This is an optimization exercise on Yosys and OpenROAD, whose aim is small area, a short achievable clock period and few clock cycles, not a production implementation.
RTL that was checked went through simulation tests only; none was proved equivalent to the original.
For runs 3, 4 and 6, only the layout was checked, not whether the RTL still works.
Power figures rest on the tool's default switching activity, not on a simulated workload.

--- design/flow/config.mk ---
export PLATFORM = sky130hd
export DESIGN_NAME = ups_deframer
export DESIGN_NICKNAME = ups_deframer
export VERILOG_FILES = /design/flow/design.v
export SDC_FILE = /design/flow/constraint.sdc
export NUM_CORES = 4
export LEC_CHECK = 0
export ABC_AREA = 1
export CAP_MARGIN = 20
export CORE_MARGIN = 2
export CORE_UTILIZATION = 40
export PLACE_DENSITY = 0.6
export SETUP_SLACK_MARGIN = 5
export SLEW_MARGIN = 20
--- design/flow/constraint.sdc ---
create_clock -name core_clock -period 10.0 [get_ports {clk}]
set_input_delay 2.0000 -clock core_clock [delete_from_list [all_inputs] [get_ports {clk}]]
set_output_delay 2.0000 -clock core_clock [all_outputs]
set_load 0.01 [all_outputs]
--- design/flow/design.v ---
module ups_deframer (
    input  wire       clk,
    input  wire       rst,
    input  wire       in_valid,
    input  wire [7:0] in_byte,
    output wire       in_ready,
    output wire       out_valid,
    input  wire       out_ready,
    output wire [7:0] out_data,
    output wire       out_len,
    output wire [1:0] dfr_state,
    output wire [7:0] emits,
    output wire [7:0] pos_push,
    output wire [7:0] pos_look,
    output wire [7:0] pos_start
);
    localparam [7:0] MAGIC = 8'h55;
    localparam [1:0] ST_SEARCH = 2'd0;
    localparam [1:0] ST_HDR    = 2'd1;
    localparam [1:0] ST_BODY   = 2'd2;
    localparam [2:0] W_SCAN1 = 3'd1;   
    localparam [2:0] W_ADDR  = 3'd2;   
    localparam [2:0] W_SIZE  = 3'd3;   
    localparam [2:0] W_SUM   = 3'd4;   
    reg [7:0]  ring [0:63];
    reg [63:0] cand;
    reg [6:0] push;
    reg [6:0] look;
    reg [6:0] start;
    reg [1:0] state;
    reg [7:0] emit_cnt;
    reg [7:0] prev;      
    reg [6:0] size;      
    reg [7:0] cs;        
    reg       eng;       
    reg [2:0] wst;
    reg [5:0] k;         
    reg       first;     
    reg       em;        
    reg       o_len;
    reg [7:0] o_data;
    reg [5:0] e_left;    
    reg [5:0] raddr;     
    reg [6:0] e;         
    function [7:0] chk_step;
        input [7:0] c;
        input [7:0] b;
        begin
            chk_step = (c ^ b) + 8'd1;
        end
    endfunction
    function [7:0] hcs_of;
        input [7:0] s;
        begin
            hcs_of = chk_step(8'h56, s);
        end
    endfunction
    function [7:0] cs3_of;
        input [7:0] s;
        reg [7:0] h;
        begin
            h = hcs_of(s);
            cs3_of = chk_step(chk_step(chk_step(h, MAGIC), s), h);
        end
    endfunction
    wire busy = eng || em;
    wire take = in_valid && !busy;
    wire in_magic   = (in_byte == MAGIC);
    wire prev_magic = (prev == MAGIC);
    wire prev_szok  = (prev >= 8'd3) && (prev <= 8'd64);
    wire hv_now     = (in_byte == hcs_of(prev)) && prev_szok;
    wire [6:0] push1 = push + 7'd1;
    wire [6:0] avail = push - start;    
    wire [5:0] s6    = start[5:0];
    wire [5:0] p6    = push[5:0];
    wire [2:0]  lo   = look[2:0];
    wire [7:0]  grp  = cand[{look[5:3], 3'd0} +: 8];
    wire        e_ge8 = (e[6:3] != 4'd0);
    reg  [7:0]  vmask, farmask;
    integer i;
    always @(*)
        for (i = 0; i < 8; i = i + 1) begin
            vmask[i]   = (i >= lo) && (e_ge8 || (i < e[2:0]));
            farmask[i] = ({4'd0, i[2:0]} + 7'd2 < e);
        end
    wire [7:0]  v = grp & vmask;
    reg  [2:0]  vb;
    always @(*) begin
        vb = 3'd0;
        for (i = 7; i >= 0; i = i - 1)
            if (v[i]) vb = i[2:0];
    end
    wire       found = |v;
    wire [6:0] fpos  = {look[6:3], vb};
    wire       fnear = !(|(v & farmask));             
    wire       s_end = (e <= 7'd8);                   
    wire       vlast = (vb == 3'd7);
    wire [3:0] gnext = look[6:3] + 4'd1;
    wire [7:0] rd = ring[raddr];
    wire [7:0] cs_cur = first ? cs3_of({1'b0, size}) : cs;
    assign in_ready  = !busy;
    assign out_valid = em;
    assign out_len   = o_len;
    assign out_data  = o_data;
    assign dfr_state = state;
    assign emits     = emit_cnt;
    assign pos_push  = {1'b0, push};
    assign pos_look  = {1'b0, look};
    assign pos_start = (state == ST_SEARCH) ? 8'hFF : {1'b0, start};
    wire [63:0] wdec = 64'd1 << p6;
    wire [63:0] we   = wdec & {64{!busy}};
    integer w;
    always @(posedge clk) begin
        for (w = 0; w < 64; w = w + 1) begin
            if (we[w]) ring[w] <= in_byte;
            if (we[w])
                cand[w] <= in_magic;
            else if (we[(w + 2) & 63] && in_valid && !hv_now)
                cand[w] <= 1'b0;
        end
        if (take)
            prev <= in_byte;
    end
    always @(posedge clk) begin
        if (rst) begin
            push     <= 7'd0;
            look     <= 7'd0;
            start    <= 7'd0;
            state    <= ST_SEARCH;
            emit_cnt <= 8'd0;
            eng      <= 1'b0;
            wst      <= W_SCAN1;
            em       <= 1'b0;
        end else begin
            if (em && out_ready && o_len)
                emit_cnt <= emit_cnt + 8'd1;    
            if (em && out_ready) begin
                if (e_left == 6'd0) begin
                    em <= 1'b0;
                end else begin
                    o_len  <= 1'b0;
                    o_data <= rd;
                    raddr  <= raddr + 6'd1;
                    e_left <= e_left - 6'd1;
                end
            end
            if (take) begin
                push     <= push1;
                emit_cnt <= 8'd0;
                case (state)
                    ST_SEARCH: begin
                        look <= push1;
                        if (in_magic) begin
                            start <= push;
                            state <= ST_HDR;
                        end
                    end
                    ST_HDR: begin
                        if (avail == 7'd2) begin
                            if (hv_now && prev == 8'd3) begin
                                look  <= push1;
                                state <= ST_SEARCH;
                            end else if (hv_now) begin
                                state <= ST_BODY;
                                size  <= prev[6:0];
                                first <= 1'b1;
                            end else if (prev_magic) begin
                                start <= push - 7'd1;
                                look  <= push;
                            end else if (in_magic) begin
                                start <= push;
                                look  <= push1;
                            end else begin
                                look  <= push1;
                                state <= ST_SEARCH;
                            end
                        end
                    end
                    default: begin   
                        if (avail == size - 7'd1) begin
                            o_len    <= 1'b1;
                            o_data   <= {1'b0, size} - 8'd4;
                            e_left   <= size[5:0] - 6'd4;
                            raddr    <= s6 + 6'd3;
                            em <= (cs_cur == in_byte);
                            look  <= start + 7'd1;
                            e     <= {4'd0, s6[2:0] + 3'd1} + size - 7'd1;
                            state <= ST_SEARCH;
                            eng   <= 1'b1;
                            wst   <= W_SCAN1;
                        end else begin
                            cs    <= chk_step(cs_cur, in_byte);
                            first <= 1'b0;
                        end
                    end
                endcase
            end else if (eng) begin
                case (wst)
                    W_SCAN1: begin
                        if (!found) begin
                            if (s_end) begin
                                look <= push;
                                eng  <= 1'b0;
                            end else begin
                                look <= {gnext, 3'd0};
                                e    <= e - 7'd8;
                            end
                        end else begin
                            start <= fpos;
                            look  <= vlast ? {gnext, 3'd0} : {look[6:3], vb + 3'd1};
                            if (vlast)
                                e <= e - 7'd8;
                            if (fnear) begin
                                state <= ST_HDR;
                                eng   <= 1'b0;
                            end else begin
                                state <= ST_BODY;
                                if (em) begin
                                    wst   <= W_ADDR;
                                end else begin
                                    raddr <= vlast ? {gnext[2:0], 3'd0} : {look[5:3], vb + 3'd1};
                                    wst   <= W_SIZE;
                                end
                            end
                        end
                    end
                    W_ADDR: begin
                        if (!em) begin
                            raddr <= s6 + 6'd1;
                            wst   <= W_SIZE;
                        end
                    end
                    W_SIZE: begin
                        size  <= rd[6:0];
                        first <= 1'b1;
                        k     <= 6'd3;
                        raddr <= s6 + 6'd3;
                        if (rd == 8'd3) begin
                            state <= ST_SEARCH;
                            wst   <= W_SCAN1;
                        end else begin
                            wst   <= W_SUM;
                        end
                    end
                    default: begin   
                        if ({1'b0, k} == avail) begin
                            eng <= 1'b0;
                            wst <= W_SCAN1;
                        end else if ({1'b0, k} == size - 7'd1) begin
                            o_len    <= 1'b1;
                            o_data   <= {1'b0, size} - 8'd4;
                            e_left   <= size[5:0] - 6'd4;
                            raddr    <= s6 + 6'd3;
                            em <= (cs_cur == rd);
                            state <= ST_SEARCH;
                            wst   <= W_SCAN1;
                        end else begin
                            cs    <= chk_step(cs_cur, rd);
                            first <= 1'b0;
                            k     <= k + 6'd1;
                            raddr <= raddr + 6'd1;
                        end
                    end
                endcase
            end
        end
    end
endmodule
--- design/flow/flow/run.sh ---
#!/bin/bash
set -euo pipefail
MARGIN=${MARGIN:-6.4}
bash standard.sh SETUP_SLACK_MARGIN=$MARGIN finish > standard_flow.log 2>&1
--- design/flow/standard.sh ---
#!/bin/bash
# synth_recipe.tcl (not shown) runs the flow's synth.tcl, then flattens the netlist and writes it again
# the make line also repeats each setting of config.mk as NAME=value (left out here)
make -C /OpenROAD-flow-scripts/flow DESIGN_CONFIG=/design/flow/config.mk WORK_HOME=/design/flow/orfs CLKGATE_MAP_FILE= SYNTH_SCRIPT=/design/flow/synth_recipe.tcl "${@:-finish}"
==> impl_metrics.tcl, run 1 <==
set metrics [dict create \
    finalHoldViolations 0 \
    startpoint_type "flip-flop" \
    grt_start_max_net_pins 77 \
    ios 57 \
    synth_area_leader_cell "edfxtp_1" \
    die_w_um 293 \
    hpwl_um 71800 \
    timing.final.setup_violations 0 \
    setup_clock_skew_after_layout_ns 0.0233 \
    syn-cell-area_um2 33500 \
    first_pass_grt_wire_length_um 154000 \
    drt-wirelength-per-cell_um 21.8 \
    fmax_ghz 0.278 \
    drcViolationCount 0 \
    finalMaxSlewViolations 0 \
    min_period_over_period 0.360 \
    tightestPinTransition_ns 1.17 \
    worst-r2r-cell-count 20 \
    fp.dieArea_um2 86000 \
    power_switching_uw 2140 \
    timing_worst_setup_path_type "flip-flop to output port" \
    setup_tns_ns 0 \
    timing.hold.worst_path_depth 1 \
    drt-initial-drc-count 3475 \
    syn2layout_area_growth_pct 18.8 \
    num_vias 26600 \
    first_global_vias 24500 \
    htreeDepth 3 \
    ys_types 62 \
    cp_max_fo 24 \
    finalInstanceArea_um2 39800 \
    postSynth.asyncResetShare 0 \
    share_comb_of_total_power 0.188 \
    vdd.ir_drop.worst_mv 0.106 \
    grt_antenna_before_repair 1 \
    yosysSeqAreaShare 0.590 \
    power_density_nw_per_um2 183 \
    total_leakage_power_uw 0.0155 \
    detailedRoute.firstPassIterationCount 7 \
    globalRouteTotalUtil 0.238 \
    hold_buffers 0 \
    drt_antenna_net_count 0 \
    ys_warn_count 2 \
    cts-root-to-sink-buffers 3 \
    tritoncts "built" \
    placedCellCount 4665 \
    synth.ff_latch_count 670 \
    height_of_the_die_um 293 \
    hold_end "emit_cnt[7]" \
    layout-drive-gt1-share 0.147 \
    critical_path.slowest_cell "dfxtp_1" \
    critical_path_s_largest_stage_delay_ns 0.42 \
    leading_cell_type_in_the_layout_fill_and_taps_excluded "nand2_1" \
    grt_setup_unrepaired "true" \
    cts.clk_slew.worst_paths_ns 0.06 \
    initial_utilization 0.402 \
    crit-reg2reg-launch "raddr[0]" \
    max_slew_margin_vs_limit 0.216 \
    cp_data_required_time_ns 8.00 \
    cp-end-kind "output port" \
    drt-total-wl_um 107000 \
    avgSynthCellArea_um2 9.31 \
    detail_route.vias_per_cell 5.44 \
    critPathArrivalTime_ns 1.60 \
    p_sw_frac 0.293 \
    period_needed_ns 3.60 \
    dominantRegCellSynth "edfxtp_1" \
    cts_root_buffer_type "clkbuf_16" \
    post-route-util 0.478 \
    buffer_ports.inserted 54 \
    grt_overflow_total 0 \
    clkPwrFrac 0.370 \
    endpoint_of_the_lowest_slack_register_to_register_path "cs[6]" \
    timing.reg2reg.setup_slack_ns 6.44 \
    floorplan.core_area_um2 83300 \
    finish.cell_count_without_fillers 4891 \
    worstHoldStart "emit_cnt[7]" \
    yosys-top-cells-area "edfxtp_1 57%, nand2_1 11%, nor2_1 5.7%" \
    clock_sinks 670 \
    fp-row-count 106 \
    dpl-instance-area_um2 35100 \
    clkLatencyLatePin_ns 0.63 \
    netlist.area_leader.share 0.569 \
    synthesis.instances 3595 \
    cts_inserted_buffers 73 \
    path_cells "buf_12, dlygate4sd2_1" \
    share_seq_of_total_power 0.442 \
    drv_cap 0 \
    outcome "finished clean" \
    layout.cells.most_common_list "908 x nand2_1, 634 x edfxtp_1, 439 x nor2_1" \
    place.gp.congestion 0.977 \
    power_report.internal_total_uw 5160 \
    fin_nets 3824 \
    synth-edff-count 634 \
    hold_path.class "flip-flop to flip-flop" \
]
[cell usage after synthesis (all sizes together) (2+ instances only)]
| master | count |
|---|---|
| nor3 | 41 |
| nand4 | 70 |
| dfxtp | 36 |
| o221ai | 14 |
| a22oi | 27 |
| o31ai | 5 |
| edfxtp | 634 |
| nor2 | 539 |
| ha | 54 |
| a31o | 2 |
| o211a | 2 |
| fa | 2 |
| inv | 425 |
| a211oi | 4 |
| a31oi | 13 |
| o21ai | 212 |
| a21oi | 102 |
| o22ai | 19 |
| nor4 | 9 |
| clkinv | 5 |
| xor2 | 51 |
| o21a | 8 |
| nand3b | 8 |
| xnor2 | 15 |
| o211ai | 33 |
| or2 | 17 |
| a221oi | 2 |
| clkbuf | 57 |
| nand2 | 972 |
| o2111ai | 4 |
| nand3 | 172 |
| buf | 33 |
[stage by stage]
stage	setup slack, ns	power (uW)	hold slack, ns
2_1_floorplan	6.41	3970	0.508
3_5_place_dp	4.65	4420	0.488
3_3_place_gp	4.66	4420	0.485
6_report	6.40	7300	0.496
4_1_cts	6.25	7180	0.507
5_1_grt	6.31	7530	0.523
[worst max-delay path, delay by kind of cell, from the launching register on]
| kind | cells | cell delay, ns |
|---|---|---|
| flip-flops | 1 | 0.42 |
| buffers and inverters | 2 | 0.56 |
[timing repair]
| item | CTS | global route |
|---|---|---|
| cloned | 2 | 9 |
| buffers inserted | 38 | 46 |
| endpoints found under the setup margin | 261 | 154 |
| resized for setup | 233 | 190 |
| pin swaps | 16 | 45 |
[power by group through the flow]
stage               sequential, uW  combinational, uW  clock (uW)
floorplan                     3250                711           0
global placement              3280               1140           0
detailed placement            3290               1140           0
CTS                           3220               1220        2740
global route                  3230               1470        2840
finish                        3220               1370        2700
[worst max-delay path by stage]
stage | startpoint | end | slack, ns | cells past startpoint
3_5_place_dp | in_valid | cs[6] | 4.65 | 12
3_3_place_gp | in_valid | cs[6] | 4.66 | 12
4_1_cts | in_valid | cs[6] | 6.25 | 12
5_1_grt | raddr[0] | cs[6] | 6.31 | 23
2_1_floorplan | in_byte[6] | size[0] | 6.41 | 8
6_report | look[4] | pos_look[4] | 6.40 | 2
[layer usage]
metal,track usage,part of all wire,wire (um),vias to the layer above
li1,-,-,-,12400
met1,0.337,0.42,45100,12700
met2,0.366,0.44,47300,1332
met3,0.0378,0.090,9630,223
met4,0.0957,0.044,4660,0
met5,0,0,0,-
[state kept, by name (all words and copies together) (netlist names), 2 cells and up]
| signal | flops |
|---|---|
| ring | 512 |
| cand | 64 |
| cs | 8 |
| emit_cnt | 8 |
| o_data | 8 |
| prev | 8 |
| e | 7 |
| look | 7 |
| push | 7 |
| size | 7 |
| start | 7 |
| e_left | 6 |
| k | 6 |
| raddr | 6 |
| wst | 3 |
| state | 2 |
[layout make-up]
class	count	area, um2
fill	7716	43500
sequential	670	19800
multi-input combinational	2408	12700
clock buffer	87	1950
timing repair buffer	172	1870
inverter	430	1710
tap	1080	1350
clock inverter	42	424
timing repair inverter	1	5.00
antenna	1	2.50
[cell families (layout without fill, tap and decap cells)]
logic type	Yosys count	count (layout)	synth area share
XOR/XNOR	66	66	0.0181
adder cells (fa/ha/maj)	56	56	0.0214
flip-flops	670	670	0.590
other	1	3	0.000112
AO/OA/AOI/OAI	451	451	0.0777
buffers and inverters	520	732	0.0615
AND/OR/NAND/NOR	1831	1833	0.231
Testbench counts, summed over its fixed seeds: cycles 46,795.
==> inputs of run 2 (changes only) <==
==> design/flow/flow/run.sh (replaced) <==
#!/bin/bash
set -euo pipefail
MARGIN=${MARGIN:-6.3}
bash standard.sh SETUP_SLACK_MARGIN=$MARGIN finish > standard_flow.log 2>&1
==> impl_metrics.tcl, run 2 <==
set metrics [dict create \
    timing_worst_setup_path_type "flip-flop to flip-flop" \
    syn2layout_area_growth_pct 17.2 \
    worst-r2r-cell-count 19 \
    timing.hold.worst_path_depth 2 \
    synth.ff_latch_count 670 \
    largest_reg_flops 512 \
    drt-initial-drc-count 3469 \
    cp_data_required_time_ns 10.36 \
    finish.cell_count_without_fillers 4883 \
    path_cells "inv_2, ha_1, buf_8, nand2_2, nor2_4, buf_12, a22oi_1, nand2_1, nor2_1, nand2_2, nor2_4, nand2_2, nor2_4, inv_2, nand2_1, o21ai_1, xnor2_2, nand3_1, xnor2_1" \
    setup_tns_ns 0 \
    cts_inserted_buffers 73 \
    post-layout-total-power_uw 7100 \
    die_w_um 293 \
    vdd.ir_drop.worst_mv 0.104 \
    dominantRegCellSynth "edfxtp_1" \
    post_synth_most_frequent_cells "952 x nand2_1, 634 x edfxtp_1, 506 x nor2_1" \
    timing.final.setup_violations 0 \
    avgSynthCellArea_um2 9.31 \
    ys_types 62 \
    use_met2 0.370 \
    ios 57 \
    setup_clock_skew_after_layout_ns 0.0250 \
    finalMaxSlewViolations 0 \
    height_of_the_die_um 293 \
    hold-worst-slack_ns 0.505 \
    hold_buffers 0 \
    cp_max_fo 16 \
    grt_setup_unrepaired "true" \
    ys_warn_count 2 \
    leading_cell_type_in_the_layout_fill_and_taps_excluded "nand2_1" \
    layout.cells.most_common_list "914 x nand2_1, 634 x edfxtp_1, 441 x nor2_1" \
    buffer_ports.inserted 54 \
    htreeDepth 3 \
    fmax_ghz 0.271 \
    max_slew_margin_vs_limit 0.220 \
    drcViolationCount 0 \
    clkLatencyLatePin_ns 0.63 \
    placedCellCount 4666 \
    startpoint_type "flip-flop" \
    syn-cell-area_um2 33500 \
    globalRouteTotalUtil 0.239 \
    tightestPinTransition_ns 1.17 \
    synth-edff-count 634 \
    layout-drive-gt1-share 0.132 \
    critical_path_s_largest_stage_delay_ns 0.42 \
    synth_area_leader_cell "edfxtp_1" \
    outcome "finished clean" \
    grt_start_max_net_pins 77 \
    tritoncts "built" \
    hpwl_um 72100 \
    first_global_vias 24600 \
    met3_usage 0.0357 \
    grt_antenna_before_repair 3 \
    drt-wirelength-per-cell_um 21.4 \
    synth.most_common_cell "nand2_1" \
    critical_path.slowest_cell "edfxtp_1" \
    detail_route.vias_per_cell 5.43 \
    floorplan.core_area_um2 83300 \
    cts_root_buffer_type "clkbuf_16" \
    clock_sinks 670 \
    detailedRoute.firstPassIterationCount 5 \
    grt_util_met1 0.344 \
    drv_cap 0 \
    grt_overflow_total 0 \
    fp.dieArea_um2 86000 \
    hold_path.class "flip-flop to flip-flop" \
    finalHoldViolations 0 \
    global_route.peak_usage_layer "met2" \
    period_needed_ns 3.69 \
    fin_nets 3815 \
    postSynth.asyncResetShare 0 \
    power_density_nw_per_um2 181 \
    synthesis.instances 3595 \
    place.gp.congestion 0.928 \
    drt-total-wl_um 105000 \
    yosys-top-cells-area "edfxtp_1 57%, nand2_1 11%, nor2_1 5.7%" \
    netlist.area_leader.share 0.569 \
    critPathArrivalTime_ns 4.05 \
    drt_antenna_net_count 0 \
    cp-end-kind "flip-flop" \
    first_pass_grt_wire_length_um 155000 \
    cts-root-to-sink-buffers 3 \
    biggestRegsByFlops "ring: 512 flops, cand: 64 flops" \
    num_vias 26500 \
    total_leakage_power_uw 0.0152 \
    yosysSeqAreaShare 0.590 \
    fp-row-count 106 \
    min_period_over_period 0.369 \
    initial_utilization 0.402 \
    cts.clk_slew.worst_paths_ns 0.06 \
    top_register "ring" \
]
## run 2: power by group
group	total, uW	switching, uW	internal, uW
logic	1350	906	440
registers	3230	64.0	3160
clock network	2530	1120	1420
total	7100	2090	5020
## run 2: stage by stage
step | worst slack [ns] | utilization | instance area, um2
after floorplan | 6.32 | - | 33500
after global placement | 4.58 | 0.422 | 35100
after detailed placement | 4.51 | 0.422 | 35100
after CTS | 6.19 | 0.461 | 38400
after global routing | 6.19 | 0.471 | 39200
final | 6.31 | 0.471 | 39200
## run 2: critical path: cells and delay by family (launching register included)
family          cells  cell delay, ns
simple gates       10            1.63
buf+inv             4            0.48
flops               1            0.42
xor+xnor            2            0.35
compound gates      2            0.27
fa+ha+maj           1            0.23
## run 2: final cells by class
class / instances / area (um2)
fillers: 7778 / 44100
repair inverters: 1 / 7.51
repair buffers: 165 / 1800
multi-input cells: 2406 / 12400
clock buffers: 93 / 1920
flip-flops and latches: 670 / 19800
well taps: 1080 / 1350
diodes: 1 / 2.50
inverters: 430 / 1690
clock inverters: 37 / 267
## run 2: kinds of logic (layout without fill, tap and decap cells)
family                     after synthesis  after routing  share of synthesized area
and+or+nand+nor                       1831           1831                      0.231
other                                    1              3                   0.000112
adders and majority gates               56             56                     0.0214
buffers and inverters                  520            726                     0.0615
AOI/OAI and AO/OA                      451            451                     0.0777
xor gates and xnor gates                66             66                     0.0181
DFF                                    670            670                      0.590
## run 2: layer usage
metal / routed length [um] / share of wire
met1: 45300 / 0.43
met2: 46000 / 0.44
met3: 9160 / 0.088
met4: 4100 / 0.039
met5: 0 / 0
## run 2: worst paths after layout
path / from / to / slack [ns]
min: emit_cnt[1] / emit_cnt[1] / 0.50
max reg2reg: raddr[0] / cs[6] / 6.31
max: raddr[0] / cs[6] / 6.31
min reg2reg: emit_cnt[1] / emit_cnt[1] / 0.50
## run 2: repair_timing
item                       CTS  global route
buffers inserted            42            36
pin swaps                   19            31
resized for setup          193           136
setup endpoints to repair  191           140
gates cloned                 3             4
==> inputs of run 3 (changes only) <==
--- a/design/flow/design.v
+++ b/design/flow/design.v
@@ -146,2 +146,14 @@
             end
+            if (!busy) begin
+                o_len  <= 1'b1;
+                o_data <= {1'b0, size} - 8'd4;
+                e_left <= size[5:0] - 6'd4;
+                raddr  <= s6 + 6'd3;
+                e      <= {4'd0, s6[2:0] + 3'd1} + size - 7'd1;
+                wst    <= W_SCAN1;
+                if (state == ST_HDR) begin
+                    size  <= prev[6:0];
+                    first <= 1'b1;
+                end
+            end
             if (take) begin
@@ -164,4 +176,2 @@
                                 state <= ST_BODY;
-                                size  <= prev[6:0];
-                                first <= 1'b1;
                             end else if (prev_magic) begin
@@ -180,12 +190,6 @@
                         if (avail == size - 7'd1) begin
-                            o_len    <= 1'b1;
-                            o_data   <= {1'b0, size} - 8'd4;
-                            e_left   <= size[5:0] - 6'd4;
-                            raddr    <= s6 + 6'd3;
-                            em <= (cs_cur == in_byte);
+                            em    <= (cs_cur == in_byte);
                             look  <= start + 7'd1;
-                            e     <= {4'd0, s6[2:0] + 3'd1} + size - 7'd1;
                             state <= ST_SEARCH;
                             eng   <= 1'b1;
-                            wst   <= W_SCAN1;
                         end else begin
==> design/flow/run.sh (new file) <==
#!/bin/bash
# synth_recipe.tcl (not shown) runs the flow's synth.tcl, then flattens the netlist and writes it again
# the make line also repeats each setting of config.mk as NAME=value (left out here)
make -C /OpenROAD-flow-scripts/flow DESIGN_CONFIG=/design/flow/config.mk WORK_HOME=/design/flow/orfs CLKGATE_MAP_FILE= SYNTH_SCRIPT=/design/flow/synth_recipe.tcl finish
removed: design/flow/flow/run.sh
removed: design/flow/standard.sh
==> impl_metrics.tcl, run 3 <==
set metrics [dict create \
    tritoncts "built" \
    max_slew_margin_vs_limit 0.179 \
    ys_warn_count 2 \
    dominantRegCellSynth "edfxtp_1" \
    post_cts_resize_count 0 \
    power_switching_uw 2600 \
    path_cells "nor2_4, buf_4, inv_2, nor2_2, nand2_1, nand2_1, nor2_1, nand4_1, nor2_1, nand2_1, nor2_1, nand2_1, inv_2, nand2_1, nand2_1, nand2_1, nand2_1, inv_2, nor2_4, nand3_2, nor2_2, nand2_1, nand2_1, nand2_1" \
    endpoint_of_the_lowest_slack_register_to_register_path "cs[7]" \
    power_density_nw_per_um2 204 \
    avgSynthCellArea_um2 9.45 \
    syn2layout_area_growth_pct 13.0 \
    crit_path_start "raddr[5]" \
    layout-drive-gt1-share 0.0908 \
    postSynth.asyncResetShare 0 \
    startpoint_type "flip-flop" \
    outcome "finished clean" \
    cts-root-to-sink-buffers 3 \
    grt_setup_unrepaired "false" \
    fp.dieArea_um2 87300 \
    drt_antenna_net_count 0 \
    clock_sinks 670 \
    ios 57 \
    buffer_ports.inserted 54 \
    detail_route.vias_per_cell 5.67 \
    place.gp.congestion 0.961 \
    fp-row-count 106 \
    clkPwrFrac 0.353 \
    hold-worst-slack_ns 0.505 \
    drv_cap 0 \
    cp-end-kind "flip-flop" \
    cts.clk_slew.worst_paths_ns 0.06 \
    worstHoldStart "emit_cnt[1]" \
    grt_overflow_total 0 \
    yosys-top-cells-area "edfxtp_1 56%, nand2_1 9.2%, nor2_1 5.4%" \
    postCtsSetupBuffers 0 \
    multi_input_area_um2 12000 \
    area.sequential_um2 19800 \
    critical_path.slowest_cell "edfxtp_1" \
    ys_types 66 \
    hpwl_um 87100 \
    first_pass_grt_wire_length_um 181000 \
    share_comb_of_total_power 0.231 \
    height_of_the_die_um 295 \
    period_needed_ns 4.72 \
    hold_buffers 0 \
    number_of_buffer_and_inverter_stages_on_the_critical_path 4 \
    grt_start_max_net_pins 67 \
    crit-reg2reg-launch "raddr[5]" \
    top_register "ring" \
    cts_root_buffer_type "clkbuf_16" \
    drcViolationCount 0 \
    timing.hold.worst_path_depth 2 \
    num_vias 27600 \
    setup_tns_ns 0 \
    drt-wirelength-per-cell_um 26.2 \
    synth.ff_latch_count 670 \
    biggestRegsByFlops "ring: 512 flops, cand: 64 flops" \
    fmax_ghz 0.212 \
    synthesis.instances 3595 \
    leading_cell_type_in_the_layout_fill_and_taps_excluded "nand2_1" \
    hold_path.class "flip-flop to flip-flop" \
    p_sw_frac 0.332 \
    layout.cells.most_common_list "830 x nand2_1, 634 x edfxtp_1, 439 x nor2_1" \
    clkLatencyLatePin_ns 0.66 \
    cp_max_fo 45 \
    drt-initial-drc-count 4484 \
    crit_top_cell "nand2_1" \
    die_w_um 295 \
    timing.reg2reg.setup_slack_ns 5.28 \
    total_leakage_power_uw 0.0148 \
    critical_path_s_largest_stage_delay_ns 0.82 \
    post_synth_most_frequent_cells "831 x nand2_1, 634 x edfxtp_1, 488 x nor2_1" \
    synth_area_leader_cell "edfxtp_1" \
    finalMaxSlewViolations 0 \
    syn-cell-area_um2 34000 \
    largest_reg_flops 512 \
    finalHoldViolations 0 \
    first_global_vias 25200 \
    post-route-worst-setup-slack_ns 5.28 \
    yosysSeqAreaShare 0.581 \
    globalRouteTotalUtil 0.291 \
    drt-total-wl_um 127000 \
    critPathArrivalTime_ns 5.08 \
    fin_nets 3743 \
    hold_end "emit_cnt[1]" \
    dp_worst_setup_slack_ns 4.82 \
    critical_path_depth 24 \
    initial_utilization 0.405 \
    floorplan.core_area_um2 84000 \
    nFillCells 7994 \
    synth-edff-count 634 \
    detailedRoute.firstPassIterationCount 8 \
    cts_inserted_buffers 74 \
    setup_clock_skew_after_layout_ns 0.0553 \
    post-layout-total-power_uw 7820 \
    timing_worst_setup_path_type "flip-flop to flip-flop" \
    timing.final.setup_violations 0 \
    grt_antenna_before_repair 3 \
    min_period_over_period 0.472 \
    synth.most_common_cell "nand2_1" \
    cp_data_required_time_ns 10.36 \
    share_seq_of_total_power 0.416 \
    vdd.ir_drop.worst_mv 0.125 \
    htreeDepth 3 \
    cpLargestDelayFamily "simple AND/OR/NAND/NOR gates" \
    power_report.internal_total_uw 5220 \
    worst-r2r-cell-count 24 \
    tightestPinTransition_ns 1.23 \
    netlist.area_leader.share 0.560 \
]
run 3: changes by cell type after synthesis, sizes merged, moves of 22 or more:
| cell | before | now |
|---|---|---|
| inv | 425 | 450 |
| o31ai | 5 | 65 |
| a21oi | 102 | 69 |
| o21ai | 212 | 168 |
| nand2 | 972 | 841 |
| buf | 33 | 55 |
| nand3 | 172 | 211 |
run 3: worst max path at each step:
stage / endpoint / slack, ns
after global routing: o_data[4] / 5.07
after floorplan: cs[0] / 5.75
after detailed placement: cs[7] / 4.82
after global placement: cs[5] / 4.87
after CTS: cs[7] / 5.35
final: cs[7] / 5.28
run 3: logic make-up (layout without fill, tap and decap cells):
kind of cell | count (synthesis) | in the layout | share of synthesized area
AND/OR/NAND/NOR | 1752 | 1752 | 0.223
flip-flops | 670 | 670 | 0.581
buffers and inverters | 578 | 715 | 0.0685
AO/OA/AOI/OAI | 464 | 464 | 0.0854
XOR/XNOR | 72 | 72 | 0.0200
adder cells (fa/ha/maj) | 57 | 57 | 0.0214
other | 1 | 3 | 0.000110
multiplexers | 1 | 1 | 0.000295
run 3: power groups by stage:
stage / logic [uW] / registers, uW / clock network [uW]
4_1_cts: 1760 / 3250 / 2770
3_5_place_dp: 1750 / 3310 / 0
3_3_place_gp: 1740 / 3310 / 0
6_report: 1810 / 3250 / 2760
2_1_floorplan: 1130 / 3260 / 0
5_1_grt: 1960 / 3260 / 2870
run 3: layer usage:
layer	wire length [um]	share of wire	global-route usage
met1	50900	0.40	0.415
met2	54900	0.43	0.433
met3	16400	0.13	0.0616
met4	5190	0.041	0.109
met5	0	0	0
run 3: per-stage QoR:
stage | instances | utilization | cell area [um2]
2_1_floorplan | 3596 | - | 34000
3_3_place_gp | 4727 | 0.428 | 35900
3_5_place_dp | 4729 | 0.428 | 35900
4_1_cts | 4864 | 0.457 | 38400
5_1_grt | 4867 | 0.457 | 38400
6_report | 4868 | 0.457 | 38400
run 3: layout make-up:
type,count,area share
Clock buffer,93,0.0513
Timing Repair Buffer,125,0.0269
Sequential cell,670,0.515
Inverter,455,0.0447
Multi-Input combinational cell,2348,0.314
Tap cell,1134,0.0370
Antenna cell,1,0.0000652
Clock inverter,42,0.0118
run 3: worst register-to-register path, stage by stage (launching register included):
cell	delay [ns]
edfxtp_1	0.82
nor2_4	0.03
buf_4	0.32
inv_2	0.50
nor2_2	0.30
nand2_1	0.12
nand2_1	0.18
nor2_1	0.16
nand4_1	0.08
nor2_1	0.32
nand2_1	0.11
nor2_1	0.27
nand2_1	0.19
inv_2	0.15
nand2_1	0.08
nand2_1	0.06
nand2_1	0.05
nand2_1	0.18
inv_2	0.06
nor2_4	0.10
nand3_2	0.08
nor2_2	0.14
nand2_1	0.06
nand2_1	0.06
nand2_1	0.05
==> inputs of run 4 (changes only) <==
--- a/design/flow/design.v
+++ b/design/flow/design.v
@@ -30,3 +30,3 @@
     reg [1:0] state;
-    reg [7:0] emit_cnt;
+    reg [5:0] emit_cnt;  
     reg [7:0] prev;      
@@ -36,3 +36,2 @@
     reg [2:0] wst;
-    reg [5:0] k;         
     reg       first;     
@@ -74,2 +73,3 @@
     wire [5:0] s6    = start[5:0];
+    wire [5:0] tcs6  = s6 + size[5:0] - 6'd1;    
     wire [5:0] p6    = push[5:0];
@@ -105,3 +105,3 @@
     assign dfr_state = state;
-    assign emits     = emit_cnt;
+    assign emits     = {2'b00, emit_cnt};
     assign pos_push  = {1'b0, push};
@@ -129,3 +129,3 @@
             state    <= ST_SEARCH;
-            emit_cnt <= 8'd0;
+            emit_cnt <= 6'd0;
             eng      <= 1'b0;
@@ -135,3 +135,3 @@
             if (em && out_ready && o_len)
-                emit_cnt <= emit_cnt + 8'd1;    
+                emit_cnt <= emit_cnt + 6'd1;    
             if (em && out_ready) begin
@@ -139,2 +139,6 @@
                     em <= 1'b0;
+                    if (eng && wst == W_ADDR) begin
+                        raddr <= s6 + 6'd1;
+                        wst   <= W_SIZE;
+                    end
                 end else begin
@@ -160,3 +164,3 @@
                 push     <= push1;
-                emit_cnt <= 8'd0;
+                emit_cnt <= 6'd0;
                 case (state)
@@ -239,3 +243,2 @@
                         first <= 1'b1;
-                        k     <= 6'd3;
                         raddr <= s6 + 6'd3;
@@ -249,6 +252,6 @@
                     default: begin   
-                        if ({1'b0, k} == avail) begin
+                        if (raddr == p6) begin
                             eng <= 1'b0;
                             wst <= W_SCAN1;
-                        end else if ({1'b0, k} == size - 7'd1) begin
+                        end else if (raddr == tcs6) begin
                             o_len    <= 1'b1;
@@ -263,3 +266,2 @@
                             first <= 1'b0;
-                            k     <= k + 6'd1;
                             raddr <= raddr + 6'd1;
==> design/flow/flow/run.sh (new file) <==
#!/bin/bash
set -euo pipefail
MARGIN=${MARGIN:-6.5}
bash standard.sh SETUP_SLACK_MARGIN=$MARGIN finish > standard_flow.log 2>&1
==> design/flow/standard.sh (new file) <==
#!/bin/bash
# synth_recipe.tcl (not shown) runs the flow's synth.tcl, then flattens the netlist and writes it again
# the make line also repeats each setting of config.mk as NAME=value (left out here)
make -C /OpenROAD-flow-scripts/flow DESIGN_CONFIG=/design/flow/config.mk WORK_HOME=/design/flow/orfs CLKGATE_MAP_FILE= SYNTH_SCRIPT=/design/flow/synth_recipe.tcl "${@:-finish}"
removed: design/flow/run.sh
==> impl_metrics.tcl, run 4 <==
set metrics [dict create \
    largest_family_of_logic_cells_by_synthesized_area "simple AND/OR/NAND/NOR gates" \
    biggestRegsByFlops "ring: 512 flops, cand: 64 flops" \
    layout.cells.most_common_list "812 x nand2_1, 628 x edfxtp_1, 426 x nor2_1" \
    first_global_vias 25000 \
    yosysSeqAreaShare 0.590 \
    cts_inserted_buffers 71 \
    clkLatencyLatePin_ns 0.64 \
    buffer_ports.inserted 52 \
    ys_types 61 \
    globalRouteTotalUtil 0.260 \
    synth.ff_latch_count 662 \
    top_register "ring" \
    timing.reg2reg.setup_slack_ns 6.47 \
    dp_worst_setup_slack_ns 4.71 \
    grt_antenna_before_repair 1 \
    drt_antenna_net_count 0 \
    detail_route.vias_per_cell 5.53 \
    tightestPinTransition_ns 1.13 \
    setup_clock_skew_after_layout_ns 0.0179 \
    synth.most_common_cell "nand2_1" \
    layout-drive-gt1-share 0.200 \
    cts.clk_slew.worst_paths_ns 0.06 \
    startpoint_type "flip-flop" \
    synth-xor-area-share 0.0203 \
    drt-initial-drc-count 3513 \
    critical_path.endpoint "pos_start[4]" \
    cp_max_fo 4 \
    drcViolationCount 0 \
    synthesis.instances 3493 \
    min_period_over_period 0.369 \
    simple_gate_share_of_the_synthesized_area 0.221 \
    p_sw_frac 0.346 \
    syn2layout_area_growth_pct 24.2 \
    grt_start_max_net_pins 79 \
    vdd.ir_drop.worst_mv 0.191 \
    worst-r2r-cell-count 23 \
    power_switching_uw 3060 \
    floorplan.core_area_um2 82100 \
    hold_buffers 0 \
    timing_worst_setup_path_type "flip-flop to output port" \
    clkPwrFrac 0.298 \
    fin_nets 3902 \
    drv_cap 0 \
    crit_path_start "state[0]" \
    critPathArrivalTime_ns 1.69 \
    first_pass_grt_wire_length_um 165000 \
    syn-cell-area_um2 33100 \
    synth_fa_ha_area_frac 0.0245 \
    num_vias 27400 \
    total_leakage_power_uw 0.0156 \
    finish.cell_count_without_fillers 4954 \
    yosys-top-cells-area "edfxtp_1 57%, nand2_1 9.8%, nor2_1 5.6%" \
    endpoint_of_the_lowest_slack_register_to_register_path "cs[7]" \
    ios 57 \
    synth-edff-count 628 \
    clock_sinks 662 \
    hold_path.class "flip-flop to flip-flop" \
    fp.dieArea_um2 85200 \
    critical_path_s_largest_stage_delay_ns 0.34 \
    cts_root_buffer_type "clkbuf_16" \
    tritoncts "built" \
    die_w_um 292 \
    antenna_cells 0 \
    path_cells "nor2_4, buf_6, clkinvlp_4, buf_6, nand2_2, buf_6" \
    cp_data_required_time_ns 8.00 \
    postSynth.asyncResetShare 0 \
    crit-reg2reg-launch "raddr[1]" \
    drt-total-wl_um 114000 \
    setup_tns_ns 0 \
    height_of_the_die_um 292 \
    finalMaxSlewViolations 0 \
    synth-compound-area-share 0.0826 \
    cts-root-to-sink-buffers 3 \
    leading_cell_type_in_the_layout_fill_and_taps_excluded "nand2_1" \
    nFillCells 7378 \
    detailedRoute.firstPassIterationCount 6 \
    grt_setup_unrepaired "true" \
    fmax_ghz 0.271 \
    power_report.internal_total_uw 5780 \
    hold-worst-slack_ns 0.513 \
    post-route-worst-setup-slack_ns 6.31 \
    hpwl_um 74900 \
    synth_mux_area_frac 0 \
    power_density_nw_per_um2 215 \
    placedCellCount 4601 \
    outcome "finished clean" \
    avgSynthCellArea_um2 9.49 \
    share_seq_of_total_power 0.369 \
    place.gp.congestion 0.945 \
    max_slew_margin_vs_limit 0.246 \
    period_needed_ns 3.69 \
    synth_area_leader_cell "edfxtp_1" \
    largest_reg_flops 512 \
    fp-row-count 105 \
    netlist.area_leader.share 0.569 \
    htreeDepth 3 \
    post_synth_most_frequent_cells "866 x nand2_1, 628 x edfxtp_1, 497 x nor2_1" \
    crit_top_cell "buf_6" \
    drt-wirelength-per-cell_um 23.0 \
    timing.final.setup_violations 0 \
    cp-end-kind "output port" \
    initial_utilization 0.404 \
    dominantRegCellSynth "edfxtp_1" \
    share_comb_of_total_power 0.334 \
    ys_warn_count 2 \
    grt_overflow_total 0 \
    finalHoldViolations 0 \
    critical_path.slowest_cell "dfxtp_2" \
]
==> run 4: cell count changes in the layout (fill, tap and decap cells not counted), sizes merged, moves of 42 or more <==
cell / delta
nand4: +42
nand3: -81
clkdlybuf4s50: -46
inv: -44
nand2: +50
buf: +221
==> run 4: worst max-delay path: cells and delay by family (launching register included) <==
| family | cells | cell delay (ns) |
|---|---|---|
| AND/OR/NAND/NOR | 2 | 0.22 |
| flip-flops | 1 | 0.34 |
| buffers and inverters | 4 | 0.49 |
==> run 4: kinds of logic (layout without fill, tap and decap cells) <==
group           count (synthesis)  in the layout
simple gates                 1733           1736
xor+xnor                       76             76
fa+ha+maj                      63             63
buf+inv                       518            903
compound gates                440            440
flops                         662            662
other cells                     1              4
==> run 4: routing by layer <==
layer,vias up,GRT usage,share of wire
li1,12600,-,-
met1,13200,0.371,0.41
met2,1414,0.392,0.44
met3,249,0.0449,0.10
met4,2,0.107,0.042
met5,-,0,0.000070
==> run 4: repair_timing <==
| item | 4_1_cts | 5_1_grt |
|---|---|---|
| pin swaps | 33 | 114 |
| buffers inserted | 106 | 99 |
| cloned | 13 | 5 |
| endpoints found under the setup margin | 267 | 238 |
| gates resized for setup | 336 | 237 |
==> run 4: layout make-up <==
type / count / area [um2] / area share
repair buffers: 344 / 3210 / 0.0781
well taps: 1070 / 1340 / 0.0325
repair inverters: 7 / 50.0 / 0.00122
inverters: 422 / 1740 / 0.0422
clock buffers: 90 / 1890 / 0.0459
flip-flops and latches: 662 / 19600 / 0.476
multi-input cells: 2319 / 12900 / 0.314
clock inverters: 40 / 409 / 0.00994
==> run 4: metrics by stage <==
step                      total power [uW]  utilization  cell area, um2
after detailed placement              5380        0.429           35200
after global routing                  9180        0.501           41200
final                                 8840        0.501           41200
after global placement                5370        0.428           35200
after CTS                             8330        0.480           39400
after floorplan                       4650            -           33300
==> run 4: how the worst min path moves through the flow <==
stage,startpoint,to,depth (start not counted)
after detailed placement,wst[1],wst[1],2
after global routing,emit_cnt[1],emit_cnt[1],2
after floorplan,wst[1],wst[1],2
after CTS,emit_cnt[1],emit_cnt[1],2
after global placement,emit_cnt[5],emit_cnt[5],2
final,emit_cnt[1],emit_cnt[1],2
==> run 4: power groups by stage <==
stage / sequential (uW) / combinational (uW) / clock (uW)
after global routing: 3270 / 3150 / 2770
final: 3260 / 2950 / 2630
after detailed placement: 3340 / 2040 / 0
after floorplan: 3280 / 1370 / 0
after CTS: 3250 / 2420 / 2660
after global placement: 3340 / 2030 / 0
==> inputs of run 5 (changes only) <==
--- a/design/flow/design.v
+++ b/design/flow/design.v
@@ -150,14 +150,2 @@
             end
-            if (!busy) begin
-                o_len  <= 1'b1;
-                o_data <= {1'b0, size} - 8'd4;
-                e_left <= size[5:0] - 6'd4;
-                raddr  <= s6 + 6'd3;
-                e      <= {4'd0, s6[2:0] + 3'd1} + size - 7'd1;
-                wst    <= W_SCAN1;
-                if (state == ST_HDR) begin
-                    size  <= prev[6:0];
-                    first <= 1'b1;
-                end
-            end
             if (take) begin
@@ -180,2 +168,4 @@
                                 state <= ST_BODY;
+                                size  <= prev[6:0];
+                                first <= 1'b1;
                             end else if (prev_magic) begin
@@ -194,6 +184,12 @@
                         if (avail == size - 7'd1) begin
-                            em    <= (cs_cur == in_byte);
+                            o_len    <= 1'b1;
+                            o_data   <= {1'b0, size} - 8'd4;
+                            e_left   <= size[5:0] - 6'd4;
+                            raddr    <= s6 + 6'd3;
+                            em <= (cs_cur == in_byte);
                             look  <= start + 7'd1;
+                            e     <= {4'd0, s6[2:0] + 3'd1} + size - 7'd1;
                             state <= ST_SEARCH;
                             eng   <= 1'b1;
+                            wst   <= W_SCAN1;
                         end else begin
==> impl_metrics.tcl, run 5 <==
set metrics [dict create \
    outcome "finished clean" \
    cts.clk_slew.worst_paths_ns 0.05 \
    leading_cell_type_in_the_layout_fill_and_taps_excluded "nand2_1" \
    synth-edff-count 628 \
    area.sequential_um2 19600 \
    total_leakage_power_uw 0.0158 \
    tritoncts "built" \
    hold_buffers 0 \
    globalRouteTotalUtil 0.259 \
    ys_types 56 \
    biggestRegsByFlops "ring: 512 flops, cand: 64 flops" \
    place.gp.congestion 1.01 \
    nFillCells 7396 \
    critPathArrivalTime_ns 1.67 \
    drt_antenna_net_count 0 \
    fin_nets 3824 \
    fmax_ghz 0.272 \
    setup_clock_skew_after_layout_ns 0.0268 \
    top_register "ring" \
    largest_family_of_logic_cells_by_synthesized_area "simple AND/OR/NAND/NOR gates" \
    synth_area_leader_cell "edfxtp_1" \
    multi_input_area_um2 13100 \
    worstHoldStart "emit_cnt[1]" \
    power_density_nw_per_um2 177 \
    detail_route.vias_per_cell 5.59 \
    path_cells "nor2_4, clkinv_4, buf_12, buf_6, nand2_4, buf_6" \
    critical_path_s_largest_stage_delay_ns 0.38 \
    htreeDepth 3 \
    crit_top_cell "buf_6" \
    drt-total-wl_um 114000 \
    grt_overflow_total 0 \
    cp_data_required_time_ns 8.00 \
    detailedRoute.firstPassIterationCount 8 \
    timing_worst_setup_path_type "flip-flop to output port" \
    synth-xor-area-share 0.0197 \
    timing.final.setup_violations 0 \
    crit-reg2reg-launch "raddr[0]" \
    cts_inserted_buffers 75 \
    fp.dieArea_um2 84300 \
    synth_mux_area_frac 0.000305 \
    ys_warn_count 2 \
    number_of_buffer_and_inverter_stages_on_the_critical_path 4 \
    dominantRegCellSynth "edfxtp_1" \
    timing.reg2reg.setup_slack_ns 6.35 \
    power_switching_uw 2010 \
    layout.cells.most_common_list "894 x nand2_1, 628 x edfxtp_1, 385 x nor2_1" \
    cpLargestDelayFamily "buffers and inverters" \
    layout-drive-gt1-share 0.180 \
    drv_cap 0 \
    synth.most_common_cell "nand2_1" \
    finalMaxSlewViolations 0 \
    die_w_um 290 \
    height_of_the_die_um 290 \
    ios 57 \
    yosysSeqAreaShare 0.596 \
    timing.hold.worst_path_depth 2 \
    drt-initial-drc-count 3477 \
    hold-worst-slack_ns 0.508 \
    grt_start_max_net_pins 70 \
    post_synth_most_frequent_cells "966 x nand2_1, 628 x edfxtp_1, 480 x nor2_1" \
    cts-root-to-sink-buffers 3 \
    synth-compound-area-share 0.0744 \
    hold_end "emit_cnt[1]" \
    hpwl_um 74400 \
    startpoint_type "flip-flop" \
    cp_max_fo 6 \
    avgSynthCellArea_um2 9.34 \
    yosys-top-cells-area "edfxtp_1 58%, nand2_1 11%, nor2_1 5.5%" \
    syn-cell-area_um2 32800 \
    largest_reg_flops 512 \
    simple_gate_share_of_the_synthesized_area 0.229 \
    power_report.internal_total_uw 5170 \
    syn2layout_area_growth_pct 24.0 \
    finalHoldViolations 0 \
    clkPwrFrac 0.389 \
    synth.ff_latch_count 662 \
    p_sw_frac 0.280 \
    drcViolationCount 0 \
    hold_path.class "flip-flop to flip-flop" \
    first_global_vias 25200 \
    clkLatencyLatePin_ns 0.64 \
    min_period_over_period 0.367 \
    cts_root_buffer_type "clkbuf_16" \
    initial_utilization 0.402 \
    synth_fa_ha_area_frac 0.0259 \
    num_vias 27200 \
    critical_path.slowest_cell "dfxtp_4" \
    netlist.area_leader.share 0.575 \
    buffer_ports.inserted 52 \
    fp-row-count 105 \
    tightestPinTransition_ns 1.20 \
    floorplan.core_area_um2 81600 \
    share_seq_of_total_power 0.439 \
    worst-r2r-cell-count 27 \
    first_pass_grt_wire_length_um 163000 \
    synthesis.instances 3510 \
    postSynth.asyncResetShare 0 \
    grt_setup_unrepaired "true" \
    drt-wirelength-per-cell_um 23.4 \
    share_comb_of_total_power 0.172 \
    clock_sinks 662 \
    setup_tns_ns 0 \
    max_slew_margin_vs_limit 0.194 \
    endpoint_of_the_lowest_slack_register_to_register_path "cs[6]" \
    period_needed_ns 3.67 \
    cp-end-kind "output port" \
    grt_antenna_before_repair 3 \
    vdd.ir_drop.worst_mv 0.129 \
]
## run 5: cell count changes in the layout (fill, tap and decap cells not counted), moves of 44 or more
cell     change
buf_4      -105
inv_1       -44
nand2_1     +82
nand3_1     +53
o21ai_0     +83
o31ai_1     -64
## run 5: worst max-delay path by stage
stage	slack, ns	to	from	cells after the start
floorplan	6.48	look[6]	in_byte[6]	12
global placement	4.47	raddr[1]	out_ready	14
detailed placement	4.64	look[4]	in_valid	11
CTS	6.27	pos_start[6]	state[1]	5
global route	6.20	cs[6]	raddr[0]	27
finish	6.33	pos_start[0]	state[0]	6
## run 5: kinds of logic (layout without fill, tap and decap cells)
| logic type | after synthesis | after routing |
|---|---|---|
| and+or+nand+nor | 1820 | 1823 |
| DFF | 662 | 662 |
| buffers and inverters | 462 | 749 |
| AOI/OAI and AO/OA | 425 | 425 |
| xor gates and xnor gates | 73 | 73 |
| adders and majority gates | 66 | 66 |
| other | 1 | 5 |
| muxes | 1 | 1 |
## run 5: layout make-up
cell class,instances,area share
well taps,1070,0.0329
repair inverters,3,0.000431
inverters,370,0.0373
diodes,1,0.0000615
flip-flops and latches,662,0.482
repair buffers,242,0.0638
clock buffers,87,0.0483
multi-input cells,2392,0.323
clock inverters,47,0.0125
## run 5: repair_timing
action | 4_1_cts | 5_1_grt
setup endpoints to repair | 327 | 92
buffers inserted | 87 | 57
pin swaps | 40 | 58
resized for setup | 445 | 197
endpoints found under the hold margin | 0 | 0
gates cloned | 9 | 13
## run 5: worst register-to-register path: cells and delay by family, from the launching register on
| family | cells | cell delay, ns |
|---|---|---|
| DFF | 1 | 0.45 |
| and+or+nand+nor | 16 | 1.62 |
| adders and majority gates | 2 | 0.34 |
| xor gates and xnor gates | 2 | 0.30 |
| buffers and inverters | 7 | 0.74 |
## run 5: power groups by stage
stage | sequential [uW] | clock [uW] | combinational [uW]
3_5_place_dp | 3220 | 0 | 883
3_3_place_gp | 3220 | 0 | 883
5_1_grt | 3160 | 2920 | 1310
2_1_floorplan | 3200 | 0 | 528
6_report | 3150 | 2790 | 1240
4_1_cts | 3150 | 2820 | 1070
## run 5: metrics by stage
stage          setup slack, ns  total power (uW)   util  area (um2)  std cells
5_1_grt                   6.20              7390  0.498       40700       4874
2_1_floorplan             6.48              3720      -       32900       3513
3_3_place_gp              4.47              4110  0.423       34500       4572
6_report                  6.33              7180  0.498       40700       4874
4_1_cts                   6.27              7040  0.481       39200       4802
3_5_place_dp              4.64              4110  0.423       34500       4572
## run 5: layer usage
| metal | part of all wire | global-route usage | routed length [um] |
|---|---|---|---|
| met1 | 0.40 | 0.348 | 46000 |
| met2 | 0.45 | 0.403 | 50700 |
| met3 | 0.093 | 0.0493 | 10600 |
| met4 | 0.058 | 0.132 | 6650 |
| met5 | 0.00011 | 0 | 13 |
Testbench counts of run 5, summed over its fixed seeds: cycles 46,648.
==> inputs of run 6 (changes only) <==
--- a/design/flow/design.v
+++ b/design/flow/design.v
@@ -30,3 +30,3 @@
     reg [1:0] state;
-    reg [5:0] emit_cnt;  
+    reg [7:0] emit_cnt;
     reg [7:0] prev;      
@@ -36,2 +36,3 @@
     reg [2:0] wst;
+    reg [5:0] k;         
     reg       first;     
@@ -41,3 +42,4 @@
     reg [5:0] e_left;    
-    reg [5:0] raddr;     
+    reg [7:0] rlo;
+    reg [7:0] rhi;
     reg [6:0] e;         
@@ -73,3 +75,2 @@
     wire [5:0] s6    = start[5:0];
-    wire [5:0] tcs6  = s6 + size[5:0] - 6'd1;    
     wire [5:0] p6    = push[5:0];
@@ -98,3 +99,19 @@
     wire [3:0] gnext = look[6:3] + 4'd1;
-    wire [7:0] rd = ring[raddr];
+    function [7:0] dec8;
+        input [2:0] x;
+        begin
+            dec8 = 8'd1 << x;
+        end
+    endfunction
+    wire [7:0] rlo_inc = {rlo[6:0], rlo[7]};
+    wire [7:0] rhi_inc = rlo[7] ? {rhi[6:0], rhi[7]} : rhi;
+    reg  [7:0] rd;
+    integer r;
+    always @(*) begin
+        rd = 8'd0;
+        for (r = 0; r < 64; r = r + 1)
+            rd = rd | (ring[r] & {8{rlo[r & 7] & rhi[r >> 3]}});
+    end
+    wire [5:0] s6p1 = s6 + 6'd1;
+    wire [5:0] s6p3 = s6 + 6'd3;
     wire [7:0] cs_cur = first ? cs3_of({1'b0, size}) : cs;
@@ -105,3 +122,3 @@
     assign dfr_state = state;
-    assign emits     = {2'b00, emit_cnt};
+    assign emits     = emit_cnt;
     assign pos_push  = {1'b0, push};
@@ -129,3 +146,3 @@
             state    <= ST_SEARCH;
-            emit_cnt <= 6'd0;
+            emit_cnt <= 8'd0;
             eng      <= 1'b0;
@@ -135,3 +152,3 @@
             if (em && out_ready && o_len)
-                emit_cnt <= emit_cnt + 6'd1;    
+                emit_cnt <= emit_cnt + 8'd1;    
             if (em && out_ready) begin
@@ -139,6 +156,2 @@
                     em <= 1'b0;
-                    if (eng && wst == W_ADDR) begin
-                        raddr <= s6 + 6'd1;
-                        wst   <= W_SIZE;
-                    end
                 end else begin
@@ -146,3 +159,4 @@
                     o_data <= rd;
-                    raddr  <= raddr + 6'd1;
+                    rlo    <= rlo_inc;
+                    rhi    <= rhi_inc;
                     e_left <= e_left - 6'd1;
@@ -152,3 +166,3 @@
                 push     <= push1;
-                emit_cnt <= 6'd0;
+                emit_cnt <= 8'd0;
                 case (state)
@@ -187,3 +201,4 @@
                             e_left   <= size[5:0] - 6'd4;
-                            raddr    <= s6 + 6'd3;
+                            rlo      <= dec8(s6p3[2:0]);
+                            rhi      <= dec8(s6p3[5:3]);
                             em <= (cs_cur == in_byte);
@@ -224,3 +239,4 @@
                                 end else begin
-                                    raddr <= vlast ? {gnext[2:0], 3'd0} : {look[5:3], vb + 3'd1};
+                                    rlo   <= dec8(vb + 3'd1);
+                                    rhi   <= dec8(vlast ? gnext[2:0] : look[5:3]);
                                     wst   <= W_SIZE;
@@ -232,3 +248,4 @@
                         if (!em) begin
-                            raddr <= s6 + 6'd1;
+                            rlo   <= dec8(s6p1[2:0]);
+                            rhi   <= dec8(s6p1[5:3]);
                             wst   <= W_SIZE;
@@ -239,3 +256,5 @@
                         first <= 1'b1;
-                        raddr <= s6 + 6'd3;
+                        k     <= 6'd3;
+                        rlo   <= dec8(s6p3[2:0]);
+                        rhi   <= dec8(s6p3[5:3]);
                         if (rd == 8'd3) begin
@@ -248,6 +267,6 @@
                     default: begin   
-                        if (raddr == p6) begin
+                        if ({1'b0, k} == avail) begin
                             eng <= 1'b0;
                             wst <= W_SCAN1;
-                        end else if (raddr == tcs6) begin
+                        end else if ({1'b0, k} == size - 7'd1) begin
                             o_len    <= 1'b1;
@@ -255,3 +274,4 @@
                             e_left   <= size[5:0] - 6'd4;
-                            raddr    <= s6 + 6'd3;
+                            rlo      <= dec8(s6p3[2:0]);
+                            rhi      <= dec8(s6p3[5:3]);
                             em <= (cs_cur == rd);
@@ -262,3 +282,5 @@
                             first <= 1'b0;
-                            raddr <= raddr + 6'd1;
+                            k     <= k + 6'd1;
+                            rlo   <= rlo_inc;
+                            rhi   <= rhi_inc;
                         end
==> design/flow/run.sh (new file) <==
#!/bin/bash
# synth_recipe.tcl (not shown) runs the flow's synth.tcl, then flattens the netlist and writes it again
# the make line also repeats each setting of config.mk as NAME=value (left out here)
make -C /OpenROAD-flow-scripts/flow DESIGN_CONFIG=/design/flow/config.mk WORK_HOME=/design/flow/orfs CLKGATE_MAP_FILE= SYNTH_SCRIPT=/design/flow/synth_recipe.tcl finish
--- a/design/flow/config.mk
+++ b/design/flow/config.mk
@@ -7,3 +7,3 @@
 export LEC_CHECK = 0
-export ABC_AREA = 1
+export ABC_AREA = 0
 export CAP_MARGIN = 20
removed: design/flow/flow/run.sh
removed: design/flow/standard.sh
==> impl_metrics.tcl, run 6 <==
set metrics [dict create \
    drt-wirelength-per-cell_um 29.7 \
    synth.most_common_cell "edfxtp_1" \
    synth-compound-area-share 0.159 \
    simple_gate_share_of_the_synthesized_area 0.121 \
    detailedRoute.firstPassIterationCount 6 \
    cp-end-kind "flip-flop" \
    yosysSeqAreaShare 0.599 \
    critical_path.slowest_cell "nor3_1" \
    crit_top_cell "buf_4" \
    synth-edff-count 644 \
    clkLatencyLatePin_ns 0.65 \
    hold_path.class "flip-flop to flip-flop" \
    largest_reg_flops 512 \
    post-layout-total-power_uw 6680 \
    ios 57 \
    outcome "finished clean" \
    buffer_ports.inserted 54 \
    fin_nets 2918 \
    top_register "ring" \
    grt_setup_unrepaired "false" \
    clock_sinks 680 \
    syn-cell-area_um2 33500 \
    synth-xor-area-share 0.0313 \
    leading_cell_type_in_the_layout_fill_and_taps_excluded "edfxtp_1" \
    setup_clock_skew_after_layout_ns 0.0311 \
    first_global_vias 24600 \
    grt_start_max_net_pins 84 \
    cp_data_required_time_ns 10.54 \
    grt_antenna_before_repair 4 \
    cts_inserted_buffers 75 \
    vdd.ir_drop.worst_mv 0.119 \
    grt_overflow_total 0 \
    crit-reg2reg-launch "rlo[7]" \
    drv_cap 0 \
    layout.cells.most_common_list "644 x edfxtp_1, 234 x nor2_1, 179 x a22oi_1" \
    synthesis.instances 2832 \
    globalRouteTotalUtil 0.270 \
    cts-root-to-sink-buffers 3 \
    largest_family_of_logic_cells_by_synthesized_area "compound AO/OA/AOI/OAI gates" \
    cpLargestDelayFamily "simple AND/OR/NAND/NOR gates" \
    detail_route.vias_per_cell 6.45 \
    htreeDepth 3 \
    synth_fa_ha_area_frac 0.0228 \
    drt-initial-drc-count 3821 \
    avgSynthCellArea_um2 11.8 \
    initial_utilization 0.402 \
    worstHoldStart "emit_cnt[7]" \
    die_w_um 293 \
    min_period_over_period 0.484 \
    hold_buffers 0 \
    timing.final.setup_violations 0 \
    yosys-top-cells-area "edfxtp_1 58%, a22oi_1 4.0%, nor2_1 2.9%" \
    max_slew_margin_vs_limit 0.159 \
    drt-total-wl_um 118000 \
    postSynth.asyncResetShare 0 \
    fp.dieArea_um2 86100 \
    first_pass_grt_wire_length_um 171000 \
    drt_antenna_net_count 0 \
    finish.cell_count_without_fillers 3984 \
    ys_types 96 \
    timing_worst_setup_path_type "flip-flop to flip-flop" \
    startpoint_type "flip-flop" \
    path_cells "buf_4, buf_4, a22o_1, a222oi_1, o2111ai_1, nor3_1, nand2_1, nor4_1, a21oi_1, o21ai_1, nand3b_1, mux2_2" \
    tightestPinTransition_ns 1.26 \
    post-route-worst-setup-slack_ns 5.16 \
    fp-row-count 106 \
    finalMaxSlewViolations 0 \
    period_needed_ns 4.84 \
    number_of_buffer_and_inverter_stages_on_the_critical_path 2 \
    placedCellCount 3843 \
    setup_tns_ns 0 \
    syn2layout_area_growth_pct 12.5 \
    power_density_nw_per_um2 177 \
    num_vias 25700 \
    cts_root_buffer_type "clkbuf_16" \
    total_leakage_power_uw 0.0124 \
    biggestRegsByFlops "ring: 512 flops, cand: 64 flops" \
    hpwl_um 75600 \
    synth.ff_latch_count 680 \
    place.gp.congestion 0.928 \
    synth_area_leader_cell "edfxtp_1" \
    drcViolationCount 0 \
    layout-drive-gt1-share 0.107 \
    dp_worst_setup_slack_ns 4.17 \
    fmax_ghz 0.207 \
    height_of_the_die_um 293 \
    crit_path_start "rlo[7]" \
    synth_mux_area_frac 0.0320 \
    tritoncts "built" \
    finalHoldViolations 0 \
    cts.clk_slew.worst_paths_ns 0.06 \
    floorplan.core_area_um2 83300 \
    cp_max_fo 35 \
    dominantRegCellSynth "edfxtp_1" \
    netlist.area_leader.share 0.577 \
    post_synth_most_frequent_cells "644 x edfxtp_1, 256 x nor2_1, 179 x a22oi_1" \
    critical_path_s_largest_stage_delay_ns 0.69 \
    ys_warn_count 2 \
    critPathArrivalTime_ns 5.38 \
]
run 6: metal layers:
| metal | share of wire | GRT usage | wire, um |
|---|---|---|---|
| met5 | 0.00020 | 0 | 24 |
| met4 | 0.050 | 0.125 | 5860 |
| met3 | 0.11 | 0.0530 | 12900 |
| met2 | 0.46 | 0.430 | 54300 |
| met1 | 0.38 | 0.356 | 45000 |
run 6: per-stage QoR:
| step | utilization | area [um2] | hold slack, ns |
|---|---|---|---|
| floorplan | - | 33500 | 0.515 |
| global route | 0.453 | 37700 | 0.536 |
| CTS | 0.452 | 37600 | 0.514 |
| finish | 0.453 | 37700 | 0.507 |
| detailed placement | 0.423 | 35200 | 0.497 |
| global placement | 0.422 | 35200 | 0.497 |
run 6: cell families (layout without fill, tap and decap cells):
| logic type | count (synthesis) | count (layout) |
|---|---|---|
| AO/OA/AOI/OAI | 766 | 766 |
| XOR/XNOR | 115 | 115 |
| adder cells (fa/ha/maj) | 60 | 60 |
| buffers and inverters | 290 | 359 |
| flip-flops | 680 | 680 |
| multiplexers | 95 | 95 |
| other | 1 | 4 |
| AND/OR/NAND/NOR | 825 | 825 |
run 6: where the power goes:
group          internal [uW]  switching, uW
Combinational            243            516
Sequential              3150           43.0
Clock                   1550           1180
run 6: path summary, 6_finish.rpt:
path,to,slack (ns),depth (start not counted)
worst max-delay path,state[1],5.16,12
worst max register to register,state[1],5.16,12
worst min-delay path,emit_cnt[7],0.51,2
worst min register to register,emit_cnt[7],0.51,2
run 6: final cells by class:
class / count / area (um2)
fill: 7537 / 45600
sequential: 680 / 20100
multi-input combinational: 1863 / 12400
clock buffer: 94 / 1990
tap: 1080 / 1350
timing repair buffer: 147 / 1210
clock inverter: 39 / 385
inverter: 79 / 300
antenna: 2 / 5.00
run 6: timing repair:
item | CTS | global route
gates resized for setup | 4 | 7
endpoints found under the setup margin | 24 | 10
buffers inserted | 0 | 4
run 6: tightest hold or removal path, cell delays in order, from the launching register on:
cell	delay [ns]
dfxtp_1	0.34
xor2_1	0.07
nor2_1	0.07

## re-timing with driven ports
Ports are ideal in the flow. The routed layouts listed here were re-timed in OpenROAD. Step 1: set_driving_cell puts a clkbuf_16 on clk and a buf_2 on each other input, an assumption about the parent block. Step 2 moves the port delays by t, midway between the first and last clock arrival at a register: inputs arrive t later, outputs are due t later. That takes back most of the time a late clock gives input paths. Slacks: ideal ports / drivers / drivers and shift; pairs: ideal ports / drivers.
| run | t (ns) | setup slack, ns | latest minus earliest clock arrival (ns) | worst data-port slew with drivers (ns) |
|---|---|---|---|---|
| run 1 | 0.684 | 6.402 / 6.335 / 5.776 | 0.023 / 0.024 | 0.04 |
| run 2 | 0.680 | 6.315 / 6.295 / 5.685 | 0.026 / 0.026 | 0.11 |
| run 3 | 0.699 | 5.280 / 5.280 / 4.751 | 0.055 / 0.055 | 0.03 |
| run 4 | 0.689 | 6.309 / 6.246 / 5.883 | 0.019 / 0.020 | 0.06 |
| run 5 | 0.693 | 6.326 / 6.257 / 5.850 | 0.031 / 0.031 | 0.16 |
| run 6 | 0.700 | 5.160 / 5.160 / 4.619 | 0.031 / 0.031 | 0.04 |
After both steps setup and hold are still met in every run listed. For run 2, which loses most, drivers alone change the setup slack by -0.020 ns; drivers and shift together by -0.630 ns.
